Context: an optimization exercise on an open-source flow, tuned for small area, a short achievable clock period and few clock cycles. The choices shown serve that exercise and are no tape-out recipe.
Function was checked by simulation only, so behaviour that the tests miss may differ from the original.
Power figures rest on the tool's default switching activity, not on a simulated workload.

==> flow/design.v <==
module bmx_block (
    input  wire        clk,
    input  wire        rst,           
    input  wire        cmd_valid,
    output wire        cmd_ready,
    input  wire [39:0] cmd,
    output wire        rsp_valid,
    input  wire        rsp_ready,
    output wire [7:0]  rsp_err,
    output wire [31:0] rsp_res,
    output wire [3:0]  rsp_len,
    output wire [63:0] rsp_out
);
    localparam [3:0] E_OK = 4'd0, E_SIZE = 4'd1, E_DEPTH = 4'd4, E_CREG = 4'd5,
                     E_FMT = 4'd8, E_STATE = 4'd9, E_ILL = 4'd10, E_IDX = 4'd11,
                     E_RANGE = 4'd12;
    localparam [7:0] OP_NOP = 8'h00, OP_RESET = 8'h01, OP_STATUS = 8'h02, OP_CLRERR = 8'h03,
                     OP_HBWR = 8'h10, OP_HBRD = 8'h11, OP_HINIT = 8'h12, OP_HPARSE = 8'h13,
                     OP_HVALID = 8'h14, OP_HSER = 8'h15, OP_HSETF = 8'h16, OP_HGETF = 8'h17,
                     OP_HPALCNT = 8'h18, OP_HFIXREG = 8'h19, OP_HFIXPAL = 8'h1A,
                     OP_PPACK = 8'h20, OP_PUNPACK = 8'h21, OP_PPACK32 = 8'h22, OP_PUNPACK32 = 8'h23,
                     OP_GBPL = 8'h30, OP_GSTRIDE4 = 8'h31, OP_GD2R = 8'h32, OP_GR2D = 8'h33,
                     OP_GF2D = 8'h34, OP_GF2DS = 8'h35, OP_GD2F = 8'h36, OP_GROWOFF = 8'h37,
                     OP_USTART = 8'h40, OP_UPUSH = 8'h41;
    localparam K_RESET = 0, K_STATUS = 1, K_CLRERR = 2, K_HBWR = 3, K_HBRD = 4,
               K_HINIT = 5, K_PARSE = 6, K_HVALID = 7, K_HSER = 8, K_SETF = 9,
               K_GETF = 10, K_FIXREG = 11, K_FIXPAL = 12, K_GROW = 13, K_USTART = 14,
               K_UPUSH = 15, K_RES = 16, NK = 17;
    reg [23:0]  h_magic;
    reg [7:0]   h_version, h_depth, h_creg;
    reg [15:0]  h_width, h_height;
    reg [7:0]   h_pal_used, h_pal_start;
    reg [15:0]  h_ds;
    reg [7:0]   h_comp, h_border;
    reg [127:0] h_res;           
    reg [3:0]   q;
    reg [255:0] hb;              
    reg [4:0]   p;
    reg         hb_init;         
    reg         hv, ef, ua;
    reg [3:0]   err_q;
    reg [1:0]   ud;              
    reg [15:0]  u_rem;
    reg [15:0]  bpl_q;           
    reg [17:0]  b3_q;            
    reg [1:0]   h_dirty;         
    reg         gact;            
    reg [7:0]   gi;              
    reg [2:0]   gsel;            
    reg [39:0]  c0, c1;
    reg         c0_v, c1_v;
    reg [NK-1:0] c0_k;           
    reg [3:0]   c0_e;            
    reg         rv;
    reg [3:0]   err_r;
    reg [31:0]  res_r;
    reg [3:0]   len_r;
    reg [19:0]  out_r;
    reg         rdy_o;           
    assign cmd_ready = rdy_o;
    assign rsp_valid = rv;
    assign rsp_err   = {4'd0, err_r};
    assign rsp_res   = res_r;
    assign rsp_len   = len_r;
    assign rsp_out   = {7'd0, out_r[19], 7'd0, out_r[18], 7'd0, out_r[17], 7'd0, out_r[16],
                        6'd0, out_r[15:14], 6'd0, out_r[13:12], 4'd0, out_r[11:8], out_r[7:0]};
    wire fire     = cmd_valid && !c1_v;
    wire rsp_free = !rv || rsp_ready;
    function [7:0] hbyte(input integer i);
        hbyte = hb[8*i +: 8];
    endfunction
    function depth_ok_f(input [7:0] d);
        depth_ok_f = (d == 8'd1) || (d == 8'd2) || (d == 8'd4) || (d == 8'd8);
    endfunction
    function [1:0] lg_f(input [7:0] d);
        lg_f = {d[3] | d[2], d[3] | d[1]};
    endfunction
    function [2:0] selw_f(input [7:0] s);
        if (s[7:4] == 4'd1) selw_f = 3'b100;
        else begin
            case (s)
                8'd0:                       selw_f = 3'b110;
                8'd6, 8'd8, 8'd12:          selw_f = 3'b101;
                8'd3, 8'd4, 8'd5, 8'd10, 8'd11, 8'd14, 8'd15: selw_f = 3'b100;
                default:                    selw_f = 3'b000;
            endcase
        end
    endfunction
    function [3:0] validate(input [23:0] magic, input [7:0] version, input [7:0] depth,
                            input [7:0] creg, input [7:0] pal_used, input [15:0] ds);
        reg [9:0] pu_start;
        reg       ds_low;
        begin
            pu_start = {1'b0, pal_used, 1'b0} + 10'd32;
            ds_low = (pal_used == 8'd0) ? (ds < 16'd544)
                                        : (ds[15:10] == 6'd0 && ds[9:0] < pu_start);
            if (magic != 24'h584D42)              validate = 4'd2;
            else if (version != 8'd1)             validate = 4'd3;
            else if (!depth_ok_f(depth))          validate = 4'd4;
            else if (creg > 8'd3)                 validate = 4'd5;
            else if (creg[1:0] != lg_f(depth))    validate = 4'd6;
            else if (ds_low)                      validate = 4'd7;
            else                                  validate = 4'd0;
        end
    endfunction
    function [15:0] bpl_f(input [15:0] w, input [1:0] lg);
        case (lg)
            2'd0:    bpl_f = {3'd0, w[15:3]} + {15'd0, |w[2:0]};
            2'd1:    bpl_f = {2'd0, w[15:2]} + {15'd0, |w[1:0]};
            2'd2:    bpl_f = {1'd0, w[15:1]} + {15'd0, w[0]};
            default: bpl_f = w;
        endcase
    endfunction
    function [16:0] stride_f(input [15:0] w, input [1:0] lg);
        case (lg)
            2'd0:    stride_f = {({4'd0, w[15:5]} + {14'd0, |w[4:0]}), 2'b00};
            2'd1:    stride_f = {({3'd0, w[15:4]} + {14'd0, |w[3:0]}), 2'b00};
            2'd2:    stride_f = {({2'd0, w[15:3]} + {14'd0, |w[2:0]}), 2'b00};
            default: stride_f = {({1'd0, w[15:2]} + {14'd0, |w[1:0]}), 2'b00};
        endcase
    endfunction
    wire [39:0] cin = c1_v ? c1 : cmd;
    reg [NK-1:0] pk;
    reg [3:0]    pe;
    always @* begin : predecode
        reg [7:0]  o;
        reg [31:0] a;
        reg        z8, z16, z24, z32, z0_24;
        reg        oZ, o16, o8, oN, oG, o24;
        reg        lg_ok, dok, selok, fits;
        reg        i_hbwr, i_hbrd, i_parse, i_setf, i_getf, i_fixpal, i_dchk, i_ustart,
                   i_gr2d, i_gf2d;
        reg        e_idx, e_size, e_range, e_depth, e_creg, e_fmt;
        reg [2:0]  sw;
        o = cin[39:32];
        a = cin[31:0];
        z8    = (a[31:24] == 8'd0);
        z16   = z8 && (a[23:16] == 8'd0);
        z24   = z16 && (a[15:8] == 8'd0);
        z32   = z24 && (a[7:0] == 8'd0);
        z0_24 = (a[23:0] == 24'd0);
        oZ  = (o == OP_NOP) || (o == OP_RESET) || (o == OP_STATUS) || (o == OP_CLRERR) ||
              (o == OP_HINIT) || (o == OP_HVALID) || (o == OP_HSER) || (o == OP_HPALCNT) ||
              (o == OP_HFIXREG);
        o16 = (o == OP_HBWR) || (o == OP_HPARSE) || (o == OP_HFIXPAL) || (o == OP_GROWOFF) ||
              (o == OP_PUNPACK) || (o == OP_PUNPACK32);
        o8  = (o == OP_HBRD) || (o == OP_GD2R) || (o == OP_GR2D) || (o == OP_GF2D) ||
              (o == OP_GF2DS) || (o == OP_GD2F) || (o == OP_UPUSH);
        oN  = (o == OP_HSETF) || (o == OP_PPACK32);
        oG  = (o == OP_HGETF);
        o24 = (o == OP_PPACK) || (o == OP_GBPL) || (o == OP_GSTRIDE4) || (o == OP_USTART);
        lg_ok = (oZ && z32) || (o16 && z16) || (o8 && z24) || oN || (oG && z0_24) || (o24 && z8);
        sw    = selw_f(a[31:24]);
        selok = sw[2];
        fits  = sw[1] || (sw[0] && a[23:16] == 8'd0) || (a[23:8] == 16'd0);
        dok   = depth_ok_f(a[7:0]);
        i_hbwr   = (o == OP_HBWR);
        i_hbrd   = (o == OP_HBRD);
        i_parse  = (o == OP_HPARSE);
        i_setf   = (o == OP_HSETF);
        i_getf   = (o == OP_HGETF);
        i_fixpal = (o == OP_HFIXPAL);
        i_ustart = (o == OP_USTART);
        i_dchk   = (o == OP_GBPL) || (o == OP_GSTRIDE4) || (o == OP_GD2R) || (o == OP_GD2F) ||
                   i_ustart;
        i_gr2d   = (o == OP_GR2D);
        i_gf2d   = (o == OP_GF2D);
        e_idx   = (i_hbwr && a[15:13] != 3'd0) || (i_hbrd && a[7:5] != 3'd0) ||
                  ((i_setf || i_getf) && !selok);
        e_size  = i_parse && (a[15:0] != 16'd32);
        e_range = (i_setf && selok && !fits) ||
                  (i_fixpal && (a[15:0] == 16'd0 || a[15:9] != 7'd0 || (a[8] && a[7:0] != 8'd0)));
        e_depth = i_dchk && !dok;
        e_creg  = i_gr2d && (a[7:2] != 6'd0);
        e_fmt   = i_gf2d && (a[7:2] != 6'd0);
        if (!lg_ok) pe = E_ILL;
        else pe = {e_fmt | e_idx | e_range, e_depth | e_creg | e_range, e_idx,
                   e_size | e_creg | e_idx};
        pk = {NK{1'b0}};
        pk[K_RESET]  = z32 && (o == OP_RESET);
        pk[K_STATUS] = z32 && (o == OP_STATUS);
        pk[K_CLRERR] = z32 && (o == OP_CLRERR);
        pk[K_HBWR]   = z16 && i_hbwr && (a[15:13] == 3'd0);
        pk[K_HBRD]   = z24 && i_hbrd && (a[7:5] == 3'd0);
        pk[K_HINIT]  = z32 && (o == OP_HINIT);
        pk[K_PARSE]  = z16 && i_parse && (a[15:0] == 16'd32);
        pk[K_HVALID] = z32 && (o == OP_HVALID);
        pk[K_HSER]   = z32 && (o == OP_HSER);
        pk[K_SETF]   = i_setf && selok && fits;
        pk[K_GETF]   = z0_24 && i_getf && selok;
        pk[K_FIXREG] = z32 && (o == OP_HFIXREG);
        pk[K_FIXPAL] = z16 && i_fixpal && !e_range;
        pk[K_GROW]   = z16 && (o == OP_GROWOFF);
        pk[K_USTART] = z8 && i_ustart && dok;
        pk[K_UPUSH]  = z24 && (o == OP_UPUSH);
        pk[K_RES]    = (a[31:28] == 4'd1);
    end
    wire [7:0]  op  = c0[39:32];
    wire [31:0] arg = c0[31:0];
    wire [7:0]  sel = arg[31:24];
    wire [23:0] val = arg[23:0];
    wire        sel_res = c0_k[K_RES];
    wire [1:0]  arg_lg = lg_f(arg[7:0]);
    wire [15:0] arg_width = arg[23:8];
    wire [15:0] bpl_arg = bpl_f(arg_width, arg_lg);
    wire [16:0] stride_arg = stride_f(arg_width, arg_lg);
    wire h_depth_ok = depth_ok_f(h_depth);
    wire [1:0] h_lg = lg_f(h_depth);
    wire [3:0] verr_h = validate(h_magic, h_version, h_depth, h_creg, h_pal_used, h_ds);
    wire [3:0] verr_d = validate({hbyte(2), hbyte(1), hbyte(0)}, hbyte(3), hbyte(4), hbyte(5),
                                 hbyte(10), {hbyte(13), hbyte(12)});
    wire [255:0] ser_h = {h_res, h_border, h_comp, h_ds[7:0], h_ds[15:8],
                          h_pal_start, h_pal_used, h_height, h_width,
                          h_creg, h_depth, h_version, h_magic};
    reg [23:0] field_val;
    always @* begin
        field_val = 24'd0;
        if (sel_res) field_val = {16'd0, h_res[7:0]};
        else begin
            case (sel[3:0])
                4'd0:  field_val = h_magic;
                4'd3:  field_val = {16'd0, h_version};
                4'd4:  field_val = {16'd0, h_depth};
                4'd5:  field_val = {16'd0, h_creg};
                4'd6:  field_val = {8'd0, h_width};
                4'd8:  field_val = {8'd0, h_height};
                4'd10: field_val = {16'd0, h_pal_used};
                4'd11: field_val = {16'd0, h_pal_start};
                4'd12: field_val = {8'd0, h_ds};
                4'd14: field_val = {16'd0, h_comp};
                4'd15: field_val = {16'd0, h_border};
                default: ;
            endcase
        end
    end
    wire [1:0]  cst = (h_comp == 8'd0) ? 2'd0 : (h_comp == 8'd1) ? 2'd1 : 2'd2;
    wire        dec = hv && (cst == 2'd0);
    wire [31:0] status_word = {u_rem, 2'b00, cst, dec, ua, ef, hv, 4'd0, err_q};
    wire [7:0] ub = arg[7:0];
    wire [3:0] per_byte = 4'd8 >> ud;
    wire       rem_small = (u_rem[15:4] == 12'd0) && (u_rem[3:0] <= per_byte);
    wire [3:0] k = rem_small ? u_rem[3:0] : per_byte;
    wire [15:0] rem_sub = u_rem - {12'd0, per_byte};
    wire [15:0] rem_next = rem_small ? 16'd0 : rem_sub;
    reg  [19:0] pix;
    always @* begin
        case (ud)
            2'd0:    pix[7:0] = {7'd0, ub[7]};
            2'd1:    pix[7:0] = {6'd0, ub[7:6]};
            2'd2:    pix[7:0] = {4'd0, ub[7:4]};
            default: pix[7:0] = ub;
        endcase
        case (ud)
            2'd0:    pix[11:8] = {3'd0, ub[6]};
            2'd1:    pix[11:8] = {2'd0, ub[5:4]};
            default: pix[11:8] = ub[3:0];
        endcase
        pix[13:12] = ud[0] ? ub[3:2] : {1'b0, ub[5]};
        pix[15:14] = ud[0] ? ub[1:0] : {1'b0, ub[4]};
        pix[19:16] = {ub[0], ub[1], ub[2], ub[3]};
    end
    reg [7:0] gi_in;
    always @* begin
        casez (cin[15:0])
            16'b1???????????????, 16'b01??????????????: gi_in = 8'b10000000;
            16'b001?????????????, 16'b0001????????????: gi_in = 8'b01000000;
            16'b00001???????????, 16'b000001??????????: gi_in = 8'b00100000;
            16'b0000001?????????, 16'b00000001????????: gi_in = 8'b00010000;
            16'b000000001???????, 16'b0000000001??????: gi_in = 8'b00001000;
            16'b00000000001?????, 16'b000000000001????: gi_in = 8'b00000100;
            16'b0000000000001???, 16'b00000000000001??: gi_in = 8'b00000010;
            default:                                    gi_in = 8'b00000001;
        endcase
    end
    reg [1:0]  gd, gdn, gdc;
    reg [15:0] gds;              
    integer gk;
    always @* begin
        gd = 2'd0; gdn = 2'd0; gdc = 2'd0; gds = 16'd0;
        for (gk = 0; gk < 8; gk = gk + 1) begin
            gd  = gd  | (cin[2*gk +: 2] & {2{gi_in[gk]}});
            if (gk < 7) gdn = gdn | (arg[2*gk +: 2] & {2{gi[gk+1]}});
            gdc = gdc | (h_ds[2*gk +: 2] & {2{gi[gk]}});
            gds = gds | ((h_ds >> (2*gk)) & {16{gi[gk]}});
        end
    end
    wire [31:0] gx = gact ? {res_r[29:0], gdc} : {16'd0, gds};
    wire [2:0]  gsel_in = {gd == 2'd3, gd == 2'd2, gd == 2'd1};
    wire [2:0]  gsel_nx = {gdn == 2'd3, gdn == 2'd2, gdn == 2'd1};
    wire [17:0] gpp = ({18{gsel[0]}} & {2'd0, bpl_q}) | ({18{gsel[1]}} & {1'd0, bpl_q, 1'b0}) |
                      ({18{gsel[2]}} & b3_q);
    wire [18:0] grow_lo = {1'b0, gx[17:0]} + {1'b0, gpp};
    wire [13:0] gx_hi1  = gx[31:18] + 14'd1;
    wire [31:0] grow = {grow_lo[18] ? gx_hi1 : gx[31:18], grow_lo[17:0]};
    wire hb_acc = c0_k[K_HBWR] | c0_k[K_HBRD];
    wire [4:0] hb_idx = c0_k[K_HBWR] ? arg[12:8] : arg[4:0];
    wire hb_al  = (p == hb_idx);
    wire r_al   = (q == sel[3:0]);
    wire r_acc  = (c0_k[K_SETF] | c0_k[K_GETF]) & sel_res;
    reg [3:0] s_err;
    always @* begin
        s_err = E_OK;
        if (c0_k[K_PARSE]) s_err = verr_d;
        if (c0_k[K_HVALID]) s_err = verr_h;
        if ((c0_k[K_FIXREG] | c0_k[K_GROW]) && !h_depth_ok) s_err = E_DEPTH;
        if (c0_k[K_UPUSH] && !ua) s_err = E_STATE;
    end
    wire [3:0] x_err = (c0_e != E_OK) ? c0_e : s_err;
    wire       x_ok  = (c0_e == E_OK) && (s_err == E_OK);
    wire grow_go = c0_k[K_GROW];
    wire wait_c = (hb_acc & !hb_al) | (c0_k[K_PARSE] & (p != 5'd0)) |
                  (c0_k[K_HSER] & (q != 4'd0)) | (r_acc & !r_al) |
                  (grow_go & ((h_dirty != 2'd0) | !gi[0]));
    wire act  = c0_v && !hb_init;                  
    wire done = act && !wait_c && rsp_free;        
    wire c0_free = !c0_v || done;
    wire g_lo = act && grow_go && (h_dirty == 2'd0) && !gi[0] && rsp_free;
    reg [31:0] x_res;
    always @* begin
        x_res = 32'd0;
        case (op)
            OP_STATUS:  x_res = status_word;
            OP_HBRD:    x_res = {24'd0, hb[7:0]};
            OP_HGETF:   x_res = {8'd0, field_val};
            OP_HPALCNT: x_res = (h_pal_used == 8'd0) ? 32'd256 : {24'd0, h_pal_used};
            OP_HFIXREG: x_res = h_depth_ok ? {30'd0, h_lg} : 32'd0;
            OP_HFIXPAL: x_res = 32'd32 + {15'd0, arg[15:0], 1'b0};
            OP_PPACK, OP_PPACK32: x_res = {20'd0, arg[23:20], arg[15:12], arg[7:4]};
            OP_PUNPACK:   x_res = {8'h00, arg[11:8], 4'h0, arg[7:4], 4'h0, arg[3:0], 4'h0};
            OP_PUNPACK32: x_res = {8'hFF, arg[11:8], 4'h0, arg[7:4], 4'h0, arg[3:0], 4'h0};
            OP_GBPL, OP_USTART: x_res = {16'd0, bpl_arg};
            OP_GSTRIDE4: x_res = {15'd0, stride_arg};
            OP_GD2R, OP_GD2F: x_res = {30'd0, arg_lg};
            OP_GR2D, OP_GF2D: x_res = {28'd0, 4'd1 << arg[1:0]};
            OP_GF2DS: x_res = (arg[7:2] != 6'd0) ? 32'h0001_0308
                                                 : {22'd0, arg[1:0], 4'd0, 4'd1 << arg[1:0]};
            OP_GROWOFF: x_res = 32'd0;       
            OP_UPUSH:   x_res = ua ? {16'd0, rem_next} : 32'd0;
            default: ;
        endcase
        if (c0_e != E_OK) x_res = 32'd0;
    end
    wire d_ok = done && x_ok;
    wire rot_hb = act && ((hb_acc && (!hb_al || rsp_free)) || (c0_k[K_PARSE] && p != 5'd0));
    wire ld_hb  = hb_init || (done && c0_k[K_HSER]);
    wire [7:0] hb_in = (c0_k[K_HBWR] && hb_al) ? arg[7:0] : hb[7:0];
    wire rot_r = act && ((r_acc && (!r_al || rsp_free)) || (c0_k[K_HSER] && q != 4'd0));
    wire [7:0] r_in = (c0_k[K_SETF] && r_al) ? val[7:0] : h_res[7:0];
    always @(posedge clk) begin
        if (!c1_v) c1 <= cmd;
        if (c0_free) begin
            c0   <= cin;
            c0_k <= pk;
            c0_e <= pe;
            gi   <= gi_in;
            gsel <= gsel_in;
        end else if (g_lo) begin
            gi   <= {1'b0, gi[7:1]};
            gsel <= gsel_nx;
        end
        if (rst) begin
            c0_v <= 1'b0;
            c1_v <= 1'b0;
            rdy_o <= 1'b1;
        end else begin
            if (c0_free) c0_v <= c1_v || fire;
            c1_v <= c1_v ? !c0_free : (fire && !c0_free);
            rdy_o <= !(c1_v ? !c0_free : (fire && !c0_free));
        end
    end
    always @(posedge clk) begin
        if (rst) begin
            hb_init <= 1'b1;
        end else if (ld_hb) begin
            hb <= ser_h;
            p <= 5'd0;
            hb_init <= 1'b0;
        end else begin
            if (done && c0_k[K_RESET]) hb_init <= 1'b1;
            if (rot_hb) begin
                hb <= {hb_in, hb[255:8]};
                p <= p + 5'd1;
            end
        end
    end
    wire h_clr = rst || (done && (c0_k[K_RESET] || c0_k[K_HINIT]));
    wire h_parse = done && c0_k[K_PARSE];
    wire h_set = done && c0_k[K_SETF] && !sel_res;
    always @(posedge clk) begin
        if (h_clr) begin
            h_magic     <= 24'h584D42;
            h_version   <= 8'd1;
            h_depth     <= 8'd0;
            h_creg      <= 8'd0;
            h_width     <= 16'd0;
            h_height    <= 16'd0;
            h_pal_used  <= 8'd0;
            h_pal_start <= 8'd0;
            h_ds        <= 16'd0;
            h_comp      <= 8'd0;
            h_border    <= 8'd0;
            h_res       <= 128'd0;
            q           <= 4'd0;
        end else if (h_parse) begin
            h_magic     <= {hbyte(2), hbyte(1), hbyte(0)};
            h_version   <= hbyte(3);
            h_depth     <= hbyte(4);
            h_creg      <= hbyte(5);
            h_width     <= {hbyte(7), hbyte(6)};
            h_height    <= {hbyte(9), hbyte(8)};
            h_pal_used  <= hbyte(10);
            h_pal_start <= hbyte(11);
            h_ds        <= {hbyte(13), hbyte(12)};
            h_comp      <= hbyte(14);
            h_border    <= hbyte(15);
            h_res       <= hb[255:128];
            q           <= 4'd0;
        end else begin
            if (h_set) begin
                case (sel[3:0])
                    4'd0:  h_magic     <= val;
                    4'd3:  h_version   <= val[7:0];
                    4'd4:  h_depth     <= val[7:0];
                    4'd5:  h_creg      <= val[7:0];
                    4'd6:  h_width     <= val[15:0];
                    4'd8:  h_height    <= val[15:0];
                    4'd10: h_pal_used  <= val[7:0];
                    4'd11: h_pal_start <= val[7:0];
                    4'd12: h_ds        <= val[15:0];
                    4'd14: h_comp      <= val[7:0];
                    4'd15: h_border    <= val[7:0];
                    default: ;
                endcase
            end
            if (done && c0_k[K_FIXREG] && h_depth_ok) h_creg <= {6'd0, h_lg};
            if (done && c0_k[K_FIXPAL]) begin
                h_pal_used <= arg[7:0];
                h_ds       <= {5'd0, arg[8:0], 1'b0} + 16'd32;
            end
            if (rot_r) begin
                h_res <= {r_in, h_res[127:8]};
                q <= q + 4'd1;
            end
        end
    end
    always @(posedge clk) begin
        bpl_q <= bpl_f(h_width, h_lg);
        b3_q  <= {2'd0, bpl_q} + {1'd0, bpl_q, 1'b0};
        h_dirty <= {h_dirty[0], h_clr || h_parse || h_set};
        if (rst || (done && c0_k[K_RESET])) begin
            hv     <= 1'b0;
            ef     <= 1'b0;
            ua     <= 1'b0;
            err_q  <= 4'd0;
            ud     <= 2'd0;
            u_rem  <= 16'd0;
            gact   <= 1'b0;
        end else begin
            if (done) begin
                if (!c0_k[K_STATUS]) err_q <= x_err;
                if (!x_ok) ef <= 1'b1;
                else if (c0_k[K_CLRERR]) ef <= 1'b0;
                if (c0_k[K_PARSE] || c0_k[K_HVALID]) hv <= x_ok;
                else if (x_ok && (c0_k[K_HINIT] || c0_k[K_SETF] || c0_k[K_FIXREG] ||
                                  c0_k[K_FIXPAL])) hv <= 1'b0;
                if (c0_k[K_USTART]) begin
                    ud    <= arg_lg;
                    u_rem <= arg_width;
                    ua    <= (arg_width != 16'd0);
                end
                if (c0_k[K_UPUSH] && ua) begin
                    u_rem <= rem_next;
                    if (rem_small) ua <= 1'b0;
                end
            end
            if (g_lo) gact <= 1'b1;
            else if (done) gact <= 1'b0;
        end
    end
    always @(posedge clk) begin
        if (rst) rv <= 1'b0;
        else if (done) rv <= 1'b1;
        else if (rsp_ready) rv <= 1'b0;
        if (g_lo || (done && c0_k[K_GROW] && h_depth_ok)) res_r <= grow;
        else if (done) res_r <= x_res;
        if (done) begin
            err_r <= x_err;
            len_r <= (c0_k[K_UPUSH] && ua) ? k : 4'd0;
            out_r <= pix;
        end
    end
endmodule
==> flow/flow/run.sh <==
#!/bin/bash
# Layout flow: the standard ORFS flow (standard synthesis unchanged), with
#  - the port buffers that the flow puts on every input and output made buf_4
#    cells instead of the flow's default pick.
# The clock period, constraints and everything measured are unchanged.
# The make output goes to its own log; ORFS keeps each step's log under orfs/logs.
set -uo pipefail
PORTS="BUFFER_PORTS_ARGS=-buffer_cell sky130_fd_sc_hd__buf_4"
rm -rf orfs out/final.def
bash standard.sh "$PORTS" SETUP_SLACK_MARGIN=6.45 TNS_END_PERCENT=100 finish > standard_flow.log 2>&1
[[ -s out/final.def ]]
==> flow/standard.sh <==
#!/bin/bash
# synth_recipe.tcl (not shown) runs the flow's synth.tcl, then flattens the netlist and writes it again
# the make line also repeats each setting of config.mk as NAME=value (left out here)
make -C /OpenROAD-flow-scripts/flow DESIGN_CONFIG=/design/flow/config.mk WORK_HOME=/design/flow/orfs CLKGATE_MAP_FILE= SYNTH_SCRIPT=/design/flow/synth_recipe.tcl "${@:-finish}"
==> flow/config.mk <==
export PLATFORM = sky130hd
export DESIGN_NAME = bmx_block
export DESIGN_NICKNAME = bmx_block
export VERILOG_FILES = /design/flow/design.v
export SDC_FILE = /design/flow/constraint.sdc
export NUM_CORES = 4
export LEC_CHECK = 0
export CAP_MARGIN = 20
export CORE_MARGIN = 2
export CORE_UTILIZATION = 60
export CTS_CLUSTER_DIAMETER = 65
export CTS_CLUSTER_SIZE = 34
export SLEW_MARGIN = 20
==> flow/constraint.sdc <==
create_clock -name core_clock -period 10.0 [get_ports {clk}]
set_input_delay 2.0000 -clock core_clock [delete_from_list [all_inputs] [get_ports {clk}]]
set_output_delay 2.0000 -clock core_clock [all_outputs]
set_load 0.01 [all_outputs]
==> metrics.log <==
[metrics] wire length of the first global-routing pass: ~220,000 um
[metrics] minimum setup slack in the final design: 6.31 ns
[metrics] Switching Power: around 0.0023 W
[metrics] setup violators final: 0
[metrics] Crit path required time: just over 10 ns
[metrics] Worst path slowest cell: a222oi_1
[metrics] post-synth cell types: between 100 and 150
[metrics] GR Util All Layers: approximately two fifths
[metrics] via count of the first global-routing pass: between 30,000 and 40,000
[metrics] per-cell via count in the routed design: between 6 and 7
[metrics] worst vdd ir: approximately 0.2 mV
[metrics] number of cell rows: a little under 100
[metrics] largest net degree at the start of global routing: 133
[metrics] GPL Wtd Cong: about 1.0
[metrics] unrepaired setup endpoints after global routing: yes
[metrics] Seq/Total Area, Yosys: between 40 and 50%
[metrics] cell-by-cell trace of the critical path: buf_12, a222oi_1, mux2i_1, ha_1, and3_4, and3_1, o211ai_1, nand3_1, a31oi_4, buf_12, nor3b_4, nand3_1, xnor2_2, o22ai_1
[metrics] count of pins over their slew limit: 0
[metrics] Root Driver: clkbuf_16
[metrics] Data arrival, critical path: approximately 4.1 ns
[metrics] post-DP HPWL: about 95,000 um
[metrics] number of buffers added by the clock tree synthesis step: 48
[metrics] share of the core filled with cells in the final layout: 66.9%
[metrics] Buf+Inv Stages, Crit Path: 2
[metrics] post-synthesis cell type with the largest combined area: edfxtp_1
[metrics] Post-Place Setup Slack: 3.96 ns
[metrics] TritonCTS clock tree: done
[metrics] Sw Share: a little under a third
[metrics] instance count of the mapped netlist: between 4,000 and 5,000
[metrics] leak pwr: 18.9 nW
[metrics] number of filler instances in the final layout: between 5,000 and 6,000
[metrics] category of the critical setup timing path: register to register
[metrics] die width: around 270 um
[metrics] main area contributors after synthesis: edfxtp_1 28%, dfxtp_1 17%, nand2_1 8.5%
[metrics] total die area: slightly above 70,000 um^2
[metrics] Critical Path Start Type: register
[metrics] setup TNS: 0 ns
[metrics] count of port buffers added during placement: 105
[metrics] number of register bits inferred by synthesis: between 700 and 800
[metrics] Max Buffers Root-to-Sink: 3
[metrics] maximum clock frequency: approximately 0.27 GHz
[metrics] final critical-path required period: roughly 3.7 ns
[metrics] post-detailed-route count of antenna-violating nets: 0
[metrics] worst hold slack: 0.364 ns
[metrics] clock tree sinks: about 760
[metrics] classification of the worst-slack hold path: register to register
[metrics] Max-slew headroom: roughly a third
[metrics] DRC violations left: 0
[metrics] drt total wl: between 100,000 and 150,000 um
[metrics] Core Footprint: 69,900 um^2
[metrics] post-synthesis average cell area: approximately 9 um^2
[metrics] worst stage delay on the critical path: 0.62 ns
[metrics] number of top-level pins: approximately 150
[metrics] via count: about 37,000
[metrics] Sequential Power Share: 51.0%
[metrics] initial DRC count: ~5,300
[metrics] number of nets at the end of the flow: 4,792
[metrics] max-cap violation count: 0
[metrics] worst-skew pair later-pin latency: ~0.66 ns
[metrics] top library cells by usage in the layout, fill and taps aside: 954 x nand2_1, 389 x edfxtp_1, 364 x nor2_1
[metrics] remaining global-route overflow: 0
[metrics] worst-margin pin slew: 1.02 ns
[metrics] worst-case clock skew: roughly 0.038 ns
[metrics] number of enable-type register cells in the synthesized netlist: 389
[metrics] WL/cell: between 20 and 30 um
[metrics] detailed-router iteration count before antenna repair: 14
[metrics] share of the synthesized area in the top cell type: roughly 28%
[metrics] Hold-fix buffers, CTS: 0
[metrics] final hold vios: 0
[metrics] leading cell type in the layout, fill and taps excluded: nand2_1
[metrics] warnings from Yosys: 1
[metrics] cell class contributing the biggest share of worst-path delay: compound AO/OA/AOI/OAI gates
[metrics] CTS clk-pin slew, worst paths: ~0.12 ns
[metrics] sort of element at the end of the critical path: register
[metrics] antenna violations before repair: 11
[metrics] most frequently used flop master after synthesis: edfxtp_1
[metrics] share of async-settable or async-resettable flops after synthesis: 0%
[metrics] number of levels the H-tree was split into: 2
[metrics] combinational fraction of design power: around 16%
[metrics] critical-path maximum fanout: 11
[metrics] Chip Height: ~270 um
[metrics] overall power after layout: between 0.007 and 0.008 W
[metrics] Cell Int Power: ~0.005 W
[metrics] effective utilization at floorplan: approximately three fifths
[metrics] clock share of power: between 30 and 40%
[metrics] Synth Cell Area: approximately 42,000 um^2
[metrics] ratio of cells with drive above 1 in the final layout: approximately an eighth
[metrics] Final Cycle Share: between 30% and 40%
[metrics] area growth from synthesis to layout: 10.7%
[metrics] cell area power density: 154 nW/um^2
[metrics] outcome: timing/DRC/antenna clean
==> worst reg2reg max path, stage by stage, from the launching register on <==
cell and delay, ns:
edfxtp_1 0.43, buf_12 0.17, a222oi_1 0.63, mux2i_1 0.17
ha_1 0.36, and3_4 0.19, and3_1 0.16, o211ai_1 0.16
nand3_1 0.17, a31oi_4 0.11, buf_12 0.16, nor3b_4 0.26
nand3_1 0.16, xnor2_2 0.19, o22ai_1 0.10
==> flip-flops by register name, indices dropped and copies added (netlist names), 5 cells and up <==
name and count:
h_res 128, h_ds 16, h_pal_used 8, hb 256, h_depth 8, bpl_q 16
c0_k 17, h_width 16, h_border 8, c1 40, h_comp 8, h_magic 24
h_version 8, gi 8, b3_q 18, h_pal_start 8, u_rem 16, c0 36
h_creg 8, res_r 32, out_r 20, p 5, h_height 16
==> repair_timing <==
item                       4_1_cts  5_1_grt
setup buffers                   52       27
setup endpoints to repair      850      655
resized for setup               58       99
hold endpoints to repair         0        0
pin swaps                       21       38
gates cloned                    14        3
==> synth_stat cells, types with 91 or more instances <==
cell,instances
ha_1,91
nor2_1,371
mux2i_1,273
dfxtp_1,367
edfxtp_1,389
nand2_1,960
a21oi_1,233
o21ai_0,245
a211oi_1,158
clkbuf_1,212
xnor2_1,94
inv_1,114
nor3_1,114
==> power groups by stage <==
stage	clock (W)	combinational, W	sequential, W
after CTS	0.00238	0.00107	0.00365
after global placement	0	0.000948	0.00374
after detailed placement	0	0.000958	0.00375
final	0.00236	0.00115	0.00366
after floorplan	0	0.000714	0.00363
after global routing	0.00247	0.00122	0.00367
==> path summary, 6_finish.rpt <==
check                           startpoint          to  slack (ns)  cells after the start
worst max register to register       gi[0]   res_r[23]        6.31                     14
worst min register to register  h_dirty[0]  h_dirty[1]        0.36                      0
worst min-delay path            h_dirty[0]  h_dirty[1]        0.36                      0
worst max-delay path                 gi[0]   res_r[23]        6.31                     14
==> kinds of logic after synthesis <==
family | count (synthesis) | share of synthesized area (%)
AOI/OAI and AO/OA | 1057 | 16.9
xor gates and xnor gates | 162 | 3.36
muxes | 311 | 7.55
DFF | 756 | 45.1
and+or+nand+nor | 1800 | 18.7
buffers and inverters | 515 | 5.62
other | 1 | 0.00888
adders and majority gates | 94 | 2.84
==> routing by layer <==
layer	share of wire, %	vias to the layer above	track usage (%)
li1	-	16700	-
met1	39	17800	54.1
met2	42	2331	57.4
met3	12	494	10.4
met4	6.0	2	19.9
met5	0.0074	-	0
==> final cells by class <==
class | count | area [um^2] | share of cell area (%)
clock inverters | 36 | 588 | 1.26
multi-input cells | 3480 | 21900 | 46.8
flip-flops and latches | 756 | 19000 | 40.7
diodes | 5 | 12.5 | 0.0268
inverters | 117 | 470 | 1.01
repair buffers | 249 | 2310 | 4.95
well taps | 940 | 1180 | 2.52
clock buffers | 52 | 1240 | 2.65
repair inverters | 2 | 17.5 | 0.0375
==> per-stage QoR <==
step           instance area [um^2]  instances
2_1_floorplan                 42700       4743
3_3_place_gp                  43200       5448
3_5_place_dp                  43200       5448
4_1_cts                       46000       5602
5_1_grt                       46700       5632
6_report                      46700       5637
Testbench counts, summed over its fixed seeds: cycles 6,594.

port drivers added, routing unchanged:
How much do the figures lean on ideal ports? The routed layout below was timed once more, with nothing changed but the port constraints. Step 1 assumes that a clkbuf_16 drives the clock port and a buf_2 every other input. Step 2 times the ports against the registers' clock, not the clock port: input delays grow and output delays shrink by t, the midpoint of the rising clock arrivals with the driver on. Slacks: ideal / step 1 / step 2; pairs: ideal / step 1.
t, ns: 0.710
slack for setup (ns): 6.310 / 6.310 / 5.855
worst setup path at the end: input to register
worst slew at a driven data input, ns: 0.08
After both steps setup and hold are still met in this run. The setup slack of this run moves by 0.000 ns with the drivers and by -0.455 ns with both steps.
